Source: an optimization exercise on an open RTL-to-GDS flow (aim: small area, a short achievable clock period and few clock cycles). Production flows keep margins and buffers that such runs may drop.

Setup of run a:
Design als_core, start of the top module:
module als_core (
    input  wire        clk,
    input  wire        rst,           
    input  wire        cmd_valid,
    input  wire [31:0] cmd_cw,
    input  wire [31:0] cmd_opd,
    output reg         busy,
    output reg         rsp_valid,
    output reg  [2:0]  rsp_status,
    output wire [31:0] rsp_result
);
    localparam [2:0] ST_OK      = 3'd0;
    localparam [2:0] ST_UNSUP   = 3'd3;
    localparam [2:0] ST_RANGE   = 3'd4;
    localparam [2:0] ST_ILLEGAL = 3'd6;
    localparam signed [42:0] D4 = 43'sd2907950166499;
    localparam signed [42:0] D3 = -43'sd346518398073;
    localparam signed [42:0] D2 = 43'sd22936832901;
    localparam signed [42:0] D1 = 43'sd2152422862;
    wire [3:0] op     = cmd_cw[3:0];
    wire [3:0] sel    = cmd_cw[7:4];
    wire [1:0] gcode  = cmd_cw[9:8];
    wire [3:0] itcode = cmd_cw[13:10];
    reg illegal;
    always @(*) begin
        illegal = 1'b0;
        if (cmd_cw[31:14] != 18'd0) illegal = 1'b1;
        case (op)
            4'd0, 4'd2: if (cmd_cw[13:8] != 6'd0 || sel[3]) illegal = 1'b1;
            4'd1: if (cmd_cw[13:8] != 6'd0 || sel[3] || cmd_opd[31:16] != 16'd0) illegal = 1'b1;
            4'd3: if (sel != 4'd0 || cmd_opd[31:16] != 16'd0) illegal = 1'b1;
  ...
For scale: about 4,900 cells after synthesis, about 99 flip-flops, ~100 I/O pins, ~33,000 sq um of cells after synthesis.
clock: 10.0 ns
lec_check: 0
abc_area: 1
cap_margin: 20
core_margin: 2
core_utilization: 40
setup_slack_margin: 4.0
slew_margin: 20
run.sh (not shown) runs the stock make flow with config.mk's settings and CLKGATE_MAP_FILE= SYNTH_SCRIPT=/design/flow/synth_recipe.tcl, a recipe that flattens the netlist after the stock synthesis.
Run a was carried through to the last stage, and its layout satisfied the timing, DRC and antenna checks.
> inputs changed (run a -> run b)
--- a/flow/design.v
+++ b/flow/design.v
@@ -1025,23 +1025,23 @@
         end
     end
     wire [3:0] imm_sh = (op == 4'd3) ? (4'd15 - kshift) : kshift;
     reg  [24:0] res_val;
     reg         res_shift;
     reg         res_b16;
     reg  [3:0]  res_sh;
     reg         res_acc;     
     reg  signed [42:0] acc;
+    reg  [1:0]         pstep;
     wire [24:0] res_shifted = res_val >> res_sh;
     assign rsp_result = res_acc   ? {5'd0, acc[40:14]} :
                         res_shift ? {15'd0, res_shifted[16] & res_b16, res_shifted[15:0]} :
                                     {16'd0, res_val[15:0]};
-    reg  [1:0]         pstep;
     reg  [16:0] lux_l;
     wire [19:0] lbe = {2'b00, lux_l, 1'b0};
     reg  [8:0]  bone;
     reg  [8:0]  btwo;
     reg  [7:0]  bneg;
     integer i;
     always @(*) begin
         for (i = 0; i < 9; i = i + 1) begin
             bone[i] = lbe[2*i+1] ^ lbe[2*i];
Results
Run b ran to completion and came out clean on the timing, DRC and antenna checks.
Reported for run a and run b, routed wirelength normalized by instance count turned out identical to the last digit.
Reported for run a and run b, post-placement cell area turned out identical to the last digit.
[compare] base=run a new=run b: total inserted antenna cells stayed essentially flat, clock tree cell share of total cell area stayed essentially flat.
Reported for run a and run b, number of standard cells in the final layout excluding fillers turned out identical to the last digit.
Function was not checked in any run of this note: the RTL went through the layout flow alone.

---

rev 12:
als_core, a different RTL version from the one above (not shown whole).
For scale: ~34000 um^2 of cells after synthesis.
Design als_core, start of the top module:
module als_core (
    input  wire        clk,
    input  wire        rst,           
    input  wire        cmd_valid,
    input  wire [31:0] cmd_cw,
    input  wire [31:0] cmd_opd,
    output reg         busy,
    output reg         rsp_valid,
    output reg  [2:0]  rsp_status,
    output wire [31:0] rsp_result
);
==> flow/config.mk <==
export PLATFORM = sky130hd
export DESIGN_NAME = als_core
export DESIGN_NICKNAME = als_core
export VERILOG_FILES = /design/flow/design.v
export SDC_FILE = /design/flow/constraint.sdc
export NUM_CORES = 4
export LEC_CHECK = 0
export ABC_AREA = 1
export CAP_MARGIN = 20
export CORE_MARGIN = 2
export CORE_UTILIZATION = 40
export SETUP_SLACK_MARGIN = 3
export SLEW_MARGIN = 20
==> flow/constraint.sdc <==
create_clock -name core_clock -period 10.0 [get_ports {clk}]
set_input_delay 2.0000 -clock core_clock [delete_from_list [all_inputs] [get_ports {clk}]]
set_output_delay 2.0000 -clock core_clock [all_outputs]
set_load 0.01 [all_outputs]
Rev 12 did not stop at any stage, and its layout met the timing, DRC and antenna checks.
## Diff of input files: rev 13 against rev 12
--- a/flow/design.v
+++ b/flow/design.v
@@ -1009,39 +1009,39 @@
         end else begin
             imm_status = codec_status;
             imm_value  = codec_result;
         end
     end
     wire [4:0] imm_sh = (op == 4'd3) ? (5'd20 - {1'b0, kshift}) : (5'd5 + {1'b0, kshift});
     reg  [31:0] res_val;
     reg         res_shift;
     reg         res_b16;
     reg  [4:0]  res_sh;
-    wire [31:0] res_shifted = res_val >> res_sh;
-    assign rsp_result = res_shift ? {15'd0, res_shifted[16] & res_b16, res_shifted[15:0]}
-                                  : res_val;
+    reg         res_acc;     
     reg  signed [42:0] acc;
+    wire [31:0] res_shifted = res_val >> res_sh;
+    assign rsp_result = res_acc   ? {5'd0, acc[40:14]} :
+                        res_shift ? {15'd0, res_shifted[16] & res_b16, res_shifted[15:0]} :
+                                    res_val;
     reg  [1:0]         pstep;
+    reg  [16:0] lux_l;
+    wire [19:0] lbe = {2'b00, lux_l, 1'b0};
     reg  [8:0]  bone;
     reg  [8:0]  btwo;
     reg  [7:0]  bneg;
-    wire [19:0] lbe_n = {2'b00, lval, 1'b0};
-    reg  [8:0]  bone_n;
-    reg  [8:0]  btwo_n;
-    reg  [7:0]  bneg_n;
     integer i;
     always @(*) begin
         for (i = 0; i < 9; i = i + 1) begin
-            bone_n[i] = lbe_n[2*i+1] ^ lbe_n[2*i];
-            btwo_n[i] = (lbe_n[2*i+2] & ~lbe_n[2*i+1] & ~lbe_n[2*i]) |
-                        (~lbe_n[2*i+2] & lbe_n[2*i+1] & lbe_n[2*i]);
-            if (i < 8) bneg_n[i] = lbe_n[2*i+2] & ~(lbe_n[2*i+1] & lbe_n[2*i]);
+            bone[i] = lbe[2*i+1] ^ lbe[2*i];
+            btwo[i] = (lbe[2*i+2] & ~lbe[2*i+1] & ~lbe[2*i]) |
+                      (~lbe[2*i+2] & lbe[2*i+1] & lbe[2*i]);
+            if (i < 8) bneg[i] = lbe[2*i+2] & ~(lbe[2*i+1] & lbe[2*i]);
         end
     end
     wire [43:0] acc_x = {acc[42], acc};
     wire [43:0] acc_2 = {acc, 1'b0};
     wire [43:0] pq0 = ({44{bone[0]}} & acc_x | {44{btwo[0]}} & acc_2) ^ {44{bneg[0]}};
     wire [43:0] pp0 = {~pq0[43], pq0[42:0]};
     wire [43:0] pq1 = ({44{bone[1]}} & acc_x | {44{btwo[1]}} & acc_2) ^ {44{bneg[1]}};
     wire [43:0] pp1 = {~pq1[43], pq1[42:0]};
     wire [43:0] pq2 = ({44{bone[2]}} & acc_x | {44{btwo[2]}} & acc_2) ^ {44{bneg[2]}};
     wire [43:0] pp2 = {~pq2[43], pq2[42:0]};
@@ -2753,43 +2753,39 @@
     wire signed [42:0] acc_next = psum[59:17];
     always @(posedge clk) begin
         if (rst) begin
             busy       <= 1'b0;
             rsp_valid  <= 1'b0;
             rsp_status <= ST_OK;
             res_val    <= 32'd0;
             res_shift  <= 1'b0;
             res_b16    <= 1'b0;
             res_sh     <= 5'd0;
-            bone       <= 9'd0;
-            btwo       <= 9'd0;
-            bneg       <= 8'd0;
+            res_acc    <= 1'b0;
+            lux_l      <= 17'd0;
             acc        <= 43'sd0;
             pstep      <= 2'd0;
         end else if (busy) begin
             pstep <= pstep + 2'd1;
             acc   <= acc_next;
             if (pstep == 2'd3) begin
-                busy       <= 1'b0;
-                rsp_valid  <= 1'b1;
-                rsp_status <= ST_OK;
-                res_val    <= {5'd0, psum[57:31]};
-                res_shift  <= 1'b0;
+                busy      <= 1'b0;
+                rsp_valid <= 1'b1;
+                res_acc   <= 1'b1;
             end
         end else begin
-            bone  <= bone_n;
-            btwo  <= btwo_n;
-            bneg  <= bneg_n;
-            acc   <= D4;
+            lux_l <= lval;
             pstep <= 2'd0;
             if (cmd_valid) begin
+                acc        <= D4;
                 busy       <= need_poly;
                 rsp_valid  <= ~need_poly;
                 rsp_status <= imm_status;
                 res_val    <= imm_value;
                 res_shift  <= imm_shift;
                 res_b16    <= imm_b16;
                 res_sh     <= imm_sh;
+                res_acc    <= 1'b0;
             end
         end
     end
 endmodule
## What came out
No stage failed in rev 13, and the final checks on the layout all came back clean. Between rev 13 and rev 12, the core occupancy in the finished layout does not differ in any meaningful way. Instance count of the mapped netlist: rev 13 vs rev 12 down about 4%. From rev 12 to rev 13 the numbers moved as follows: number of clock sinks decreased 8; die area now sits lower; proportion of synthesized chip area in sequential cells shrank by 0.29 points. NOTE: cell area after layout in rev 13 falls short of that of rev 12. cmd_opd[13] as the worst setup path startpoint was reported by rev 13, and cmd_opd[12] by rev 12. Lower largest net degree at the start of global routing was reported by rev 12, not rev 13. Re cell count: rev 12 was higher than rev 13. The uppermost layer routed comes out met4 in one run and met5 in the other, namely in rev 12 and rev 13 respectively. The final reports for rev 13 and rev 12 show critical path depth lower in the former. Compared with rev 12, rev 13 shows a higher met2 demand-to-capacity share in global routing. Per the comparison of rev 13 with rev 12, final critical-path share of the clock period shows an increase of 1.3 points; total placed cells including tap cells shows a reduction of about 3%.
Function was not checked in any run of this note: the RTL went through the layout flow alone.

-- separate check: timing with driven ports --
The flow's constraints put no driver on any port. The routed layouts listed below were extracted and timed again, unchanged, in two steps. Step 1 assumes that a clkbuf_16 drives the clock port and a buf_2 every other input. Step 2 adds t to the input delays and takes it off the output delays; t is the mean of the earliest and latest rising clock arrival at the registers after step 1. Input paths then give back, and output paths get back, about the clock's delay inside the block. a / b / c = no drivers / after step 1 / after step 2; a / b = the first two.
run | t, ns | setup WS [ns] | worst setup path after step 2 | latest minus earliest clock arrival (ns) | worst register clock-pin slew, ns
run a | 0.478 | 4.097 / 4.097 / 3.720 | input to register | 0.026 / 0.026 | 0.11 / 0.11
run b | 0.478 | 4.097 / 4.097 / 3.720 | input to register | 0.026 / 0.026 | 0.11 / 0.11
rev 12 | 0.508 | 3.201 / 3.243 / 2.735 | input to register | 0.016 / 0.016 | 0.07 / 0.07
rev 13 | 0.452 | 3.070 / 3.106 / 2.654 | input to register | 0.031 / 0.031 | 0.10 / 0.10
After both steps every run listed still meets setup and hold. For rev 12, which loses most, drivers alone change the setup slack by +0.042 ns; drivers and shift together by -0.466 ns.
